This is an optimization exercise on Yosys and OpenROAD, whose aim is small area, not a production implementation.
The RTL was checked by simulation tests, not by an equivalence proof against the original design.
Power is estimated from default activity; no workload was simulated.

**flow/design.v**
```verilog
module tf_crc32_byte (
    input  wire [31:0] crc_in,
    input  wire [7:0]  data,
    output reg  [31:0] crc_out
);
    integer i;
    always @(*) begin
        crc_out = crc_in ^ {24'd0, data};
        for (i = 0; i < 8; i = i + 1) begin
            if (crc_out[0])
                crc_out = (crc_out >> 1) ^ 32'hEDB88320;
            else
                crc_out = crc_out >> 1;
        end
    end
endmodule
module tf_rx (
    input  wire         clk,
    input  wire         rst,         
    input  wire         clear,       
    input  wire         in_valid,    
    input  wire [7:0]   in_data,
    input  wire         tick,        
    output reg          frame_valid,
    output wire [15:0]  frame_id,
    output wire [15:0]  frame_len,
    output wire [7:0]   frame_type,
    output wire [255:0] frame_payload
);
    localparam [7:0]  SOF_VALUE      = 8'h01;
    localparam [2:0]  ID_BYTES       = 3'd2;
    localparam [2:0]  LEN_BYTES      = 3'd2;
    localparam [2:0]  TYPE_BYTES     = 3'd1;
    localparam [2:0]  CKSUM_BYTES    = 3'd4;
    localparam [31:0] MAX_PAYLOAD_RX = 32'd32;
    localparam [7:0]  TIMEOUT_TICKS  = 8'd20;
    localparam [31:0] CK_INIT        = 32'hFFFFFFFF;
    localparam [2:0] S_SOF  = 3'd0,
                     S_ID   = 3'd1,
                     S_LEN  = 3'd2,
                     S_TYPE = 3'd3,
                     S_HCK  = 3'd4,
                     S_PAY  = 3'd5,
                     S_PCK  = 3'd6;
    reg [2:0]  rx_state;
    reg [2:0]  rx_cnt;
    reg [31:0] rx_acc;
    reg [31:0] rx_hck;
    reg [31:0] rx_pck;
    reg [15:0] rx_id;
    reg [15:0] rx_len;
    reg [7:0]  rx_type;
    reg [5:0]  rx_cur;
    reg [7:0]  rx_idle;
    reg [7:0]  rx_buf [0:31];
    wire [31:0] hck_next;
    wire [31:0] pck_next;
    tf_crc32_byte u_hck (.crc_in(rx_hck), .data(in_data), .crc_out(hck_next));
    tf_crc32_byte u_pck (.crc_in(rx_pck), .data(in_data), .crc_out(pck_next));
    wire [31:0] acc_next = {rx_acc[23:0], in_data};
    wire [2:0]  cnt_next = rx_cnt + 3'd1;
    wire [5:0]  cur_next = rx_cur + 6'd1;
    wire [7:0]  idle_next = rx_idle + 8'd1;
    wire        midframe = (rx_state != S_SOF);
    reg do_reset;
    always @(posedge clk) begin
        do_reset = 1'b0;
        frame_valid <= 1'b0;
        if (rst || clear) begin
            do_reset = 1'b1;
        end else if (in_valid) begin
            rx_idle <= 8'd0;
            case (rx_state)
                S_SOF: begin
                    if (in_data == SOF_VALUE) begin
                        rx_hck   <= hck_next;
                        rx_cnt   <= 3'd0;
                        rx_acc   <= 32'd0;
                        rx_state <= S_ID;
                    end
                end
                S_ID: begin
                    rx_hck <= hck_next;
                    rx_acc <= acc_next;
                    rx_cnt <= cnt_next;
                    if (cnt_next == ID_BYTES) begin
                        rx_id    <= acc_next[15:0];
                        rx_cnt   <= 3'd0;
                        rx_acc   <= 32'd0;
                        rx_state <= S_LEN;
                    end
                end
                S_LEN: begin
                    rx_hck <= hck_next;
                    rx_acc <= acc_next;
                    rx_cnt <= cnt_next;
                    if (cnt_next == LEN_BYTES) begin
                        rx_len <= acc_next[15:0];
                        if (acc_next > MAX_PAYLOAD_RX) begin
                            do_reset = 1'b1;
                        end else begin
                            rx_cnt   <= 3'd0;
                            rx_acc   <= 32'd0;
                            rx_state <= S_TYPE;
                        end
                    end
                end
                S_TYPE: begin
                    rx_hck <= hck_next;
                    rx_acc <= acc_next;
                    rx_cnt <= cnt_next;
                    if (cnt_next == TYPE_BYTES) begin
                        rx_type  <= acc_next[7:0];
                        rx_cnt   <= 3'd0;
                        rx_acc   <= 32'd0;
                        rx_state <= S_HCK;
                    end
                end
                S_HCK: begin
                    rx_acc <= acc_next;
                    rx_cnt <= cnt_next;
                    if (cnt_next == CKSUM_BYTES) begin
                        if (acc_next == ~rx_hck) begin
                            rx_cnt <= 3'd0;
                            rx_acc <= 32'd0;
                            rx_cur <= 6'd0;
                            rx_pck <= CK_INIT;
                            if (rx_len == 16'd0)
                                rx_state <= S_PCK;
                            else
                                rx_state <= S_PAY;
                        end else begin
                            do_reset = 1'b1;
                        end
                    end
                end
                S_PAY: begin
                    rx_buf[rx_cur[4:0]] <= in_data;
                    rx_pck <= pck_next;
                    rx_cur <= cur_next;
                    if ({10'd0, cur_next} == rx_len) begin
                        rx_cnt   <= 3'd0;
                        rx_acc   <= 32'd0;
                        rx_state <= S_PCK;
                    end
                end
                S_PCK: begin
                    rx_acc <= acc_next;
                    rx_cnt <= cnt_next;
                    if (cnt_next == CKSUM_BYTES) begin
                        if (acc_next == ~rx_pck)
                            frame_valid <= 1'b1;    
                        do_reset = 1'b1;
                    end
                end
                default: begin
                    do_reset = 1'b1;
                end
            endcase
        end else if (tick) begin
            if (midframe) begin
                rx_idle <= idle_next;
                if (idle_next >= TIMEOUT_TICKS)
                    do_reset = 1'b1;
            end
        end
        if (do_reset) begin
            rx_state <= S_SOF;
            rx_cnt   <= 3'd0;
            rx_acc   <= 32'd0;
            rx_hck   <= CK_INIT;
            rx_pck   <= CK_INIT;
            rx_cur   <= 6'd0;
            rx_idle  <= 8'd0;
        end
        if (rst)
            frame_valid <= 1'b0;
    end
    assign frame_id   = rx_id;
    assign frame_len  = rx_len;
    assign frame_type = rx_type;
    genvar g;
    generate
        for (g = 0; g < 32; g = g + 1) begin : g_payload
            assign frame_payload[8*g +: 8] = rx_buf[g];
        end
    endgenerate
endmodule
module tf_tx (
    input  wire         clk,
    input  wire         rst,           
    input  wire         role,          
    input  wire         send,
    input  wire         is_response,
    input  wire [15:0]  id_in,
    input  wire [15:0]  len_in,
    input  wire [7:0]   type_in,
    input  wire [255:0] payload_in,
    output wire         ready,
    output reg          ack,
    output reg          status,        
    output reg  [15:0]  frame_id_out,
    output reg          out_valid,
    output wire [7:0]   out_data
);
    localparam [7:0]  SOF_VALUE      = 8'h01;
    localparam [15:0] MAX_PAYLOAD_TX = 16'd32;
    localparam [31:0] CK_INIT        = 32'hFFFFFFFF;
    localparam [2:0] P_HEAD = 3'd0,    
                     P_HCK  = 3'd1,    
                     P_PAY  = 3'd2,    
                     P_PCK  = 3'd3;    
    reg        peer;
    reg [14:0] next_id;
    reg [15:0]  tx_id;
    reg [15:0]  tx_len;
    reg [7:0]   tx_type;
    reg [7:0]   tx_buf [0:31];
    reg [2:0]  phase;
    reg [5:0]  idx;
    reg [31:0] crc;
    wire [15:0] alloc_id = {peer, next_id};
    wire [15:0] new_id   = is_response ? id_in : alloc_id;
    assign ready = ~out_valid;
    reg [7:0] cur_byte;
    always @(*) begin
        cur_byte = 8'h00;
        case (phase)
            P_HEAD: begin
                case (idx[2:0])
                    3'd0: cur_byte = SOF_VALUE;
                    3'd1: cur_byte = tx_id[15:8];
                    3'd2: cur_byte = tx_id[7:0];
                    3'd3: cur_byte = tx_len[15:8];
                    3'd4: cur_byte = tx_len[7:0];
                    default: cur_byte = tx_type;
                endcase
            end
            P_PAY: cur_byte = tx_buf[idx[4:0]];
            default: begin
                case (idx[1:0])
                    2'd0: cur_byte = ~crc[31:24];
                    2'd1: cur_byte = ~crc[23:16];
                    2'd2: cur_byte = ~crc[15:8];
                    default: cur_byte = ~crc[7:0];
                endcase
            end
        endcase
    end
    assign out_data = cur_byte;
    wire [31:0] crc_next;
    tf_crc32_byte u_crc (.crc_in(crc), .data(cur_byte), .crc_out(crc_next));
    integer i;
    always @(posedge clk) begin
        ack <= 1'b0;
        if (rst) begin
            peer      <= role;
            next_id   <= 15'd0;
            out_valid <= 1'b0;
            phase     <= P_HEAD;
            idx       <= 6'd0;
            crc       <= CK_INIT;
        end else if (out_valid) begin
            idx <= idx + 6'd1;
            case (phase)
                P_HEAD: begin
                    crc <= crc_next;
                    if (idx == 6'd5) begin
                        idx   <= 6'd0;
                        phase <= P_HCK;
                    end
                end
                P_HCK: begin
                    if (idx == 6'd3) begin
                        idx <= 6'd0;
                        crc <= CK_INIT;
                        if (tx_len == 16'd0)
                            phase <= P_PCK;
                        else
                            phase <= P_PAY;
                    end
                end
                P_PAY: begin
                    crc <= crc_next;
                    if ({10'd0, idx} + 16'd1 == tx_len) begin
                        idx   <= 6'd0;
                        phase <= P_PCK;
                    end
                end
                default: begin
                    if (idx == 6'd3) begin
                        idx       <= 6'd0;
                        phase     <= P_HEAD;
                        crc       <= CK_INIT;
                        out_valid <= 1'b0;
                    end
                end
            endcase
        end else if (send) begin
            if (!is_response)
                next_id <= next_id + 15'd1;
            ack          <= 1'b1;
            frame_id_out <= new_id;
            if (len_in > MAX_PAYLOAD_TX) begin
                status <= 1'b1;
            end else begin
                status    <= 1'b0;
                tx_id     <= new_id;
                tx_len    <= len_in;
                tx_type   <= type_in;
                for (i = 0; i < 32; i = i + 1)
                    tx_buf[i] <= payload_in[8*i +: 8];
                phase     <= P_HEAD;
                idx       <= 6'd0;
                crc       <= CK_INIT;
                out_valid <= 1'b1;
            end
        end
    end
endmodule
module tf_framer (
    input  wire         clk,
    input  wire         rst,             
    input  wire         role,            
    input  wire         clear,           
    input  wire         in_valid,        
    input  wire [7:0]   in_data,
    input  wire         tick,            
    output wire         frame_valid,
    output wire [15:0]  frame_id,
    output wire [15:0]  frame_len,
    output wire [7:0]   frame_type,
    output wire [255:0] frame_payload,
    input  wire         tx_send,         
    input  wire         tx_is_response,
    input  wire [15:0]  tx_id,
    input  wire [15:0]  tx_len,
    input  wire [7:0]   tx_type,
    input  wire [255:0] tx_payload,
    output wire         tx_ready,
    output wire         tx_ack,
    output wire         tx_status,
    output wire [15:0]  tx_frame_id,
    output wire         tx_valid,
    output wire [7:0]   tx_data
);
    tf_rx u_rx (
        .clk(clk), .rst(rst), .clear(clear), .in_valid(in_valid),
        .in_data(in_data), .tick(tick), .frame_valid(frame_valid),
        .frame_id(frame_id), .frame_len(frame_len), .frame_type(frame_type),
        .frame_payload(frame_payload)
    );
    tf_tx u_tx (
        .clk(clk), .rst(rst), .role(role), .send(tx_send),
        .is_response(tx_is_response), .id_in(tx_id), .len_in(tx_len),
        .type_in(tx_type), .payload_in(tx_payload), .ready(tx_ready),
        .ack(tx_ack), .status(tx_status), .frame_id_out(tx_frame_id),
        .out_valid(tx_valid), .out_data(tx_data)
    );
endmodule
```
**flow/run.sh**
```bash
#!/bin/bash
# synth_recipe.tcl (not shown) runs the flow's synth.tcl, then flattens the netlist and writes it again
# the make line also repeats each setting of config.mk as NAME=value (left out here)
make -C /OpenROAD-flow-scripts/flow DESIGN_CONFIG=/design/flow/config.mk WORK_HOME=/design/flow/orfs CLKGATE_MAP_FILE= SYNTH_SCRIPT=/design/flow/synth_recipe.tcl finish
```
**flow/config.mk**
```make
export PLATFORM = sky130hd
export DESIGN_NAME = tf_framer
export DESIGN_NICKNAME = tf_framer
export VERILOG_FILES = /design/flow/design.v
export SDC_FILE = /design/flow/constraint.sdc
export NUM_CORES = 4
export LEC_CHECK = 0
export CAP_MARGIN = 20
export CORE_MARGIN = 2
export CORE_UTILIZATION = 40
export PLACE_DENSITY = 0.6
export SLEW_MARGIN = 20
```
**flow/constraint.sdc**
```tcl
create_clock -name core_clock -period 10.0 [get_ports {clk}]
set_input_delay 2.0000 -clock core_clock [delete_from_list [all_inputs] [get_ports {clk}]]
set_output_delay 2.0000 -clock core_clock [all_outputs]
set_load 0.01 [all_outputs]
```
==> key figures <==
Status
  – Result of the run: no timing/DRC/antenna violations

Pwr
  – Maximum VDD drop: 0.1197 mV
  – LEAKAGE: 14.20 nW
  – Cell Pwr Density: 167.4 nW/um^2

Yosys
  – Mean instance size in the synthesized netlist: 13.72 sq um
  – Count of flip-flops with a built-in enable after synthesis: 610
  – Prevailing post-synth register cell: edfxtp_1
  – Leading post-synthesis cells by cell area: edfxtp_1, dfxtp_1, xnor2_1
  – Leading cell types by count after synthesis: edfxtp_1, xnor2_1, dfxtp_1, nor2_1, nand2_1
  – Total of warnings raised by yosys: 4
  – Count of mapped cells out of synthesis: 2350
  – Synthesized flop and latch total: 776
  – Largest area contributor in the synthesized netlist: edfxtp_1
  – Post-synthesis instance area: 32250 sq um
  – Synthesized netlist net count: 2690
  – Share of Yosys cell area claimed by the top area cell type: 56.81%
  – Proportion of synthesized chip area in sequential cells: 67.11%
  – Fraction of registers with async set/reset: 0%
  – Most used standard cell by instance count after synthesis: edfxtp_1
  – Unique cell type count in the Yosys netlist: 91

Critical path
  – Critical path launch point type: flip-flop
  – Element type at the critical path end: output port
  – Type of the setup path with the least slack: reg -> out
  – Required time of the critical path: 8.00 ns
  – Biggest fanout along the worst timing path: 42
  – Endpoint arrival time on the critical path: 4.97 ns

Floorplanning
  – Initial Util: 40.23%
  – Die Footprint: 82900 sq um
  – I/O pin total: 637
  – Y dimension of the die: 287.9 microns
  – Die width: 287.9 microns
  – Area of the core: 80160 sq um
  – FP Rows: 104

Detailed routing
  – Total via count after detailed routing: 22.62k
  – TritonRoute pass-1 iters: 6
  – First DRT Iteration DRCs: 2071
  – Detailed-route wire length per cell: 25.00 microns
  – Total wirelength of the detailed-routed design: 102.8 mm
  – Antenna-violating nets left: 0
  – Post-detailed-route via-to-cell ratio: 5.500
  – DRC Markers: 0

STA
  – Final clock skew: 0.04796 ns
  – F_max: 143.6 MHz
  – Headroom to the max-slew limit: 20.32%
  – Final max-slew violation count: 0
  – Transition time at the pin with the least slew margin: 1.187 ns
  – Total Neg Setup Slack: 0 ns
  – RSZ-0062 raised after global routing: false
  – Final cycle utilization of the critical path: 69.65%
  – Setup violations, final: 0
  – Crit path time final: 6.965 ns
  – Count of endpoints failing hold in the final timing report: 0

Place
  – PortBufs: 636
  – DP Cell Count: 3956
  – GP Congestion: 0.9159
  – HPWL reported at the end of detailed placement: 74.14 mm

Global route
  – Total congestion overflow after global routing: 0
  – Wire length of the first global-routing pass: 146.9 mm
  – Pin count of the biggest net entering global routing: 199
  – Aggregate global-route resource usage: 23.95%
  – Vias in the first global route: 21.44k
  – Number of antenna violations at the first check in global routing: 6

Clocking
  – Clock-pin slew of the registers on the worst-case setup and hold paths: 0.06 ns
  – Hold-fix buffer count after cts: 0
  – Max Buffers Root-to-Sink: 3
  – Total of cells resized after clock tree synthesis: 0
  – Buffer cell driving the clock tree root: clkbuf_16
  – Number of CTS-inserted buffers: 83
  – Total setup buffers inserted after CTS: 0
  – Clk sinks: 776
  – Number of levels in the clock H-tree: 3
  – Worst-Skew Late Latency: 0.66 ns
  – TritonCTS clock tree: done

Finish
  – Final layout net count: 3321
  – Proportion of layout cells with a drive suffix above 1: 8.426%
  – Final non-filler cell total: 4113
  – Signed area change from the synthesized netlist to the final layout: 32.58%

Worst hold path
  – Worst hold path type: reg -> reg

Job
  – Maxcap violations: 0
## per-stage QoR
step | utilization, % | setup WS (ns) | cell area [sq um] | total power (W) | hold WS [ns]
6_report | 53.33 | 3.035 | 42750 | 0.007156 | 0.4960
5_1_grt | 53.33 | 2.942 | 42750 | 0.007347 | 0.5296
4_1_cts | 53.32 | 3.096 | 42740 | 0.007210 | 0.4972
3_5_place_dp | 49.53 | 3.795 | 39700 | 0.003862 | 0.4879
3_3_place_gp | 49.52 | 3.894 | 39690 | 0.003862 | 0.4779
2_1_floorplan | - | -0.3117 | 32260 | 0.003659 | 0.4557
## cell type report
type / instances / area [sq um]
timing repair buffer: 666 / 6599
tap: 1060 / 1326
sequential: 776 / 21650
clock buffer: 93 / 2135
inverter: 37 / 138.9
fill: 6712 / 37410
antenna: 3 / 7.507
clock inverter: 61 / 899.6
multi-input combinational: 1417 / 9993
## final timing paths
kind                  start  cells after the start              to  slack [ns]
max             u_tx.idx[4]                      9      tx_data[6]        3.03
min          u_rx.rx_hck[2]                      2  u_rx.rx_hck[2]        0.50
max reg2reg     u_tx.idx[4]                     12    u_tx.crc[24]        4.87
min reg2reg  u_rx.rx_hck[2]                      2  u_rx.rx_hck[2]        0.50
## cells by family after synthesis
| kind of cell | count (synthesis) | share of synthesized area, % |
|---|---|---|
| compound gates | 400 | 8.696 |
| xor+xnor | 281 | 7.989 |
| fa+ha+maj | 28 | 1.086 |
| buf+inv | 157 | 2.134 |
| flops | 776 | 67.11 |
| mux | 76 | 2.522 |
| simple gates | 632 | 10.46 |
## critical path: stages (launching register included)
cell	delay (ns)
dfxtp_4	0.63
clkinv_1	0.47
ha_1	0.51
nor2_1	0.14
o2111ai_1	0.17
a311oi_2	0.53
and2_1	0.75
nor3_1	0.11
o21ai_0	0.39
clkdlybuf4s50_1	0.62
## where the power goes
| part | switching [W] | total, W | internal, W |
|---|---|---|---|
| Sequential | 0.00000219 | 0.00348 | 0.00348 |
| Clock | 0.00136 | 0.00336 | 0.00201 |
| Combinational | 0.000148 | 0.000316 | 0.000168 |
| Total | 0.00151 | 0.00716 | 0.00565 |
## layout by cell type, fill, tap and decap left out, types with 18 or more instances in the layout
cell type and instances:
clkdlybuf4s50_1 635, and3_1 32, nor2_1 152, o211ai_1 34
o21ai_0 81, o22ai_1 25, a21oi_1 64, clkbuf_16 83
a22oi_1 48, mux2_2 34, buf_4 29, nor4_1 34
nand2b_1 32, ha_1 28, dfxtp_1 163, inv_1 34
a32oi_1 24, nand2_1 134, edfxtp_1 610, xor2_1 91
xnor2_1 179, nand4_1 19, nand3_1 75, nand3b_1 27
a22o_1 18, mux2i_1 37
## flip-flops by register name, summed over array words and instances (netlist names), 2 cells and up
name and count:
u_rx.rx_pck 32, u_rx.rx_acc 24, u_rx.rx_buf 256, u_rx.rx_type 8
u_rx.rx_cur 6, u_tx.idx 6, u_rx.rx_cnt 3, u_rx.rx_len 16
u_tx.next_id 15, u_rx.rx_id 16, u_tx.tx_type 8, u_tx.frame_id_out 16
u_tx.crc 32, u_tx.tx_buf 256, u_rx.rx_state 3, u_tx.phase 2
u_rx.rx_hck 32, u_tx.tx_len 16, u_tx.tx_id 16, u_rx.rx_idle 8
## routing by layer
metal  vias up  wire length (microns)  track usage, %
met5         -                     27               0
met4         4                   2607           7.060
met3       150                   6873           3.661
met2      1069                  51230           40.22
met1     11290                  42110           32.12
li1      10110                      -               -

[static timing again, ports no longer ideal]
The results above use ideal ports. As a check the final layout listed here was re-extracted and re-timed, cells and wires unchanged. Step 1 (the two cells are an assumption about what drives the block):
set clk [get_ports {clk}]
set_driving_cell -lib_cell sky130_fd_sc_hd__clkbuf_16 $clk
set_driving_cell -lib_cell sky130_fd_sc_hd__buf_2 [delete_from_list [all_inputs] $clk]
Step 2 times the ports against the registers' clock, not the clock port: input delays grow and output delays shrink by t, the midpoint of the rising clock arrivals with the driver on. Three values: ideal, step 1, step 2; two values: the first two.
shift t [ns]: 0.701
slack for setup (ns): 3.035 / 2.972 / 3.673
worst hold slack (ns): 0.496 / 0.496 / 0.496
slew at the worst register clock pin (ns): 0.07 / 0.07
worst data-port slew with drivers (ns): 0.11
After both steps this run still meets setup and hold. For this run, drivers alone change the setup slack by -0.063 ns; drivers and shift together by +0.638 ns.
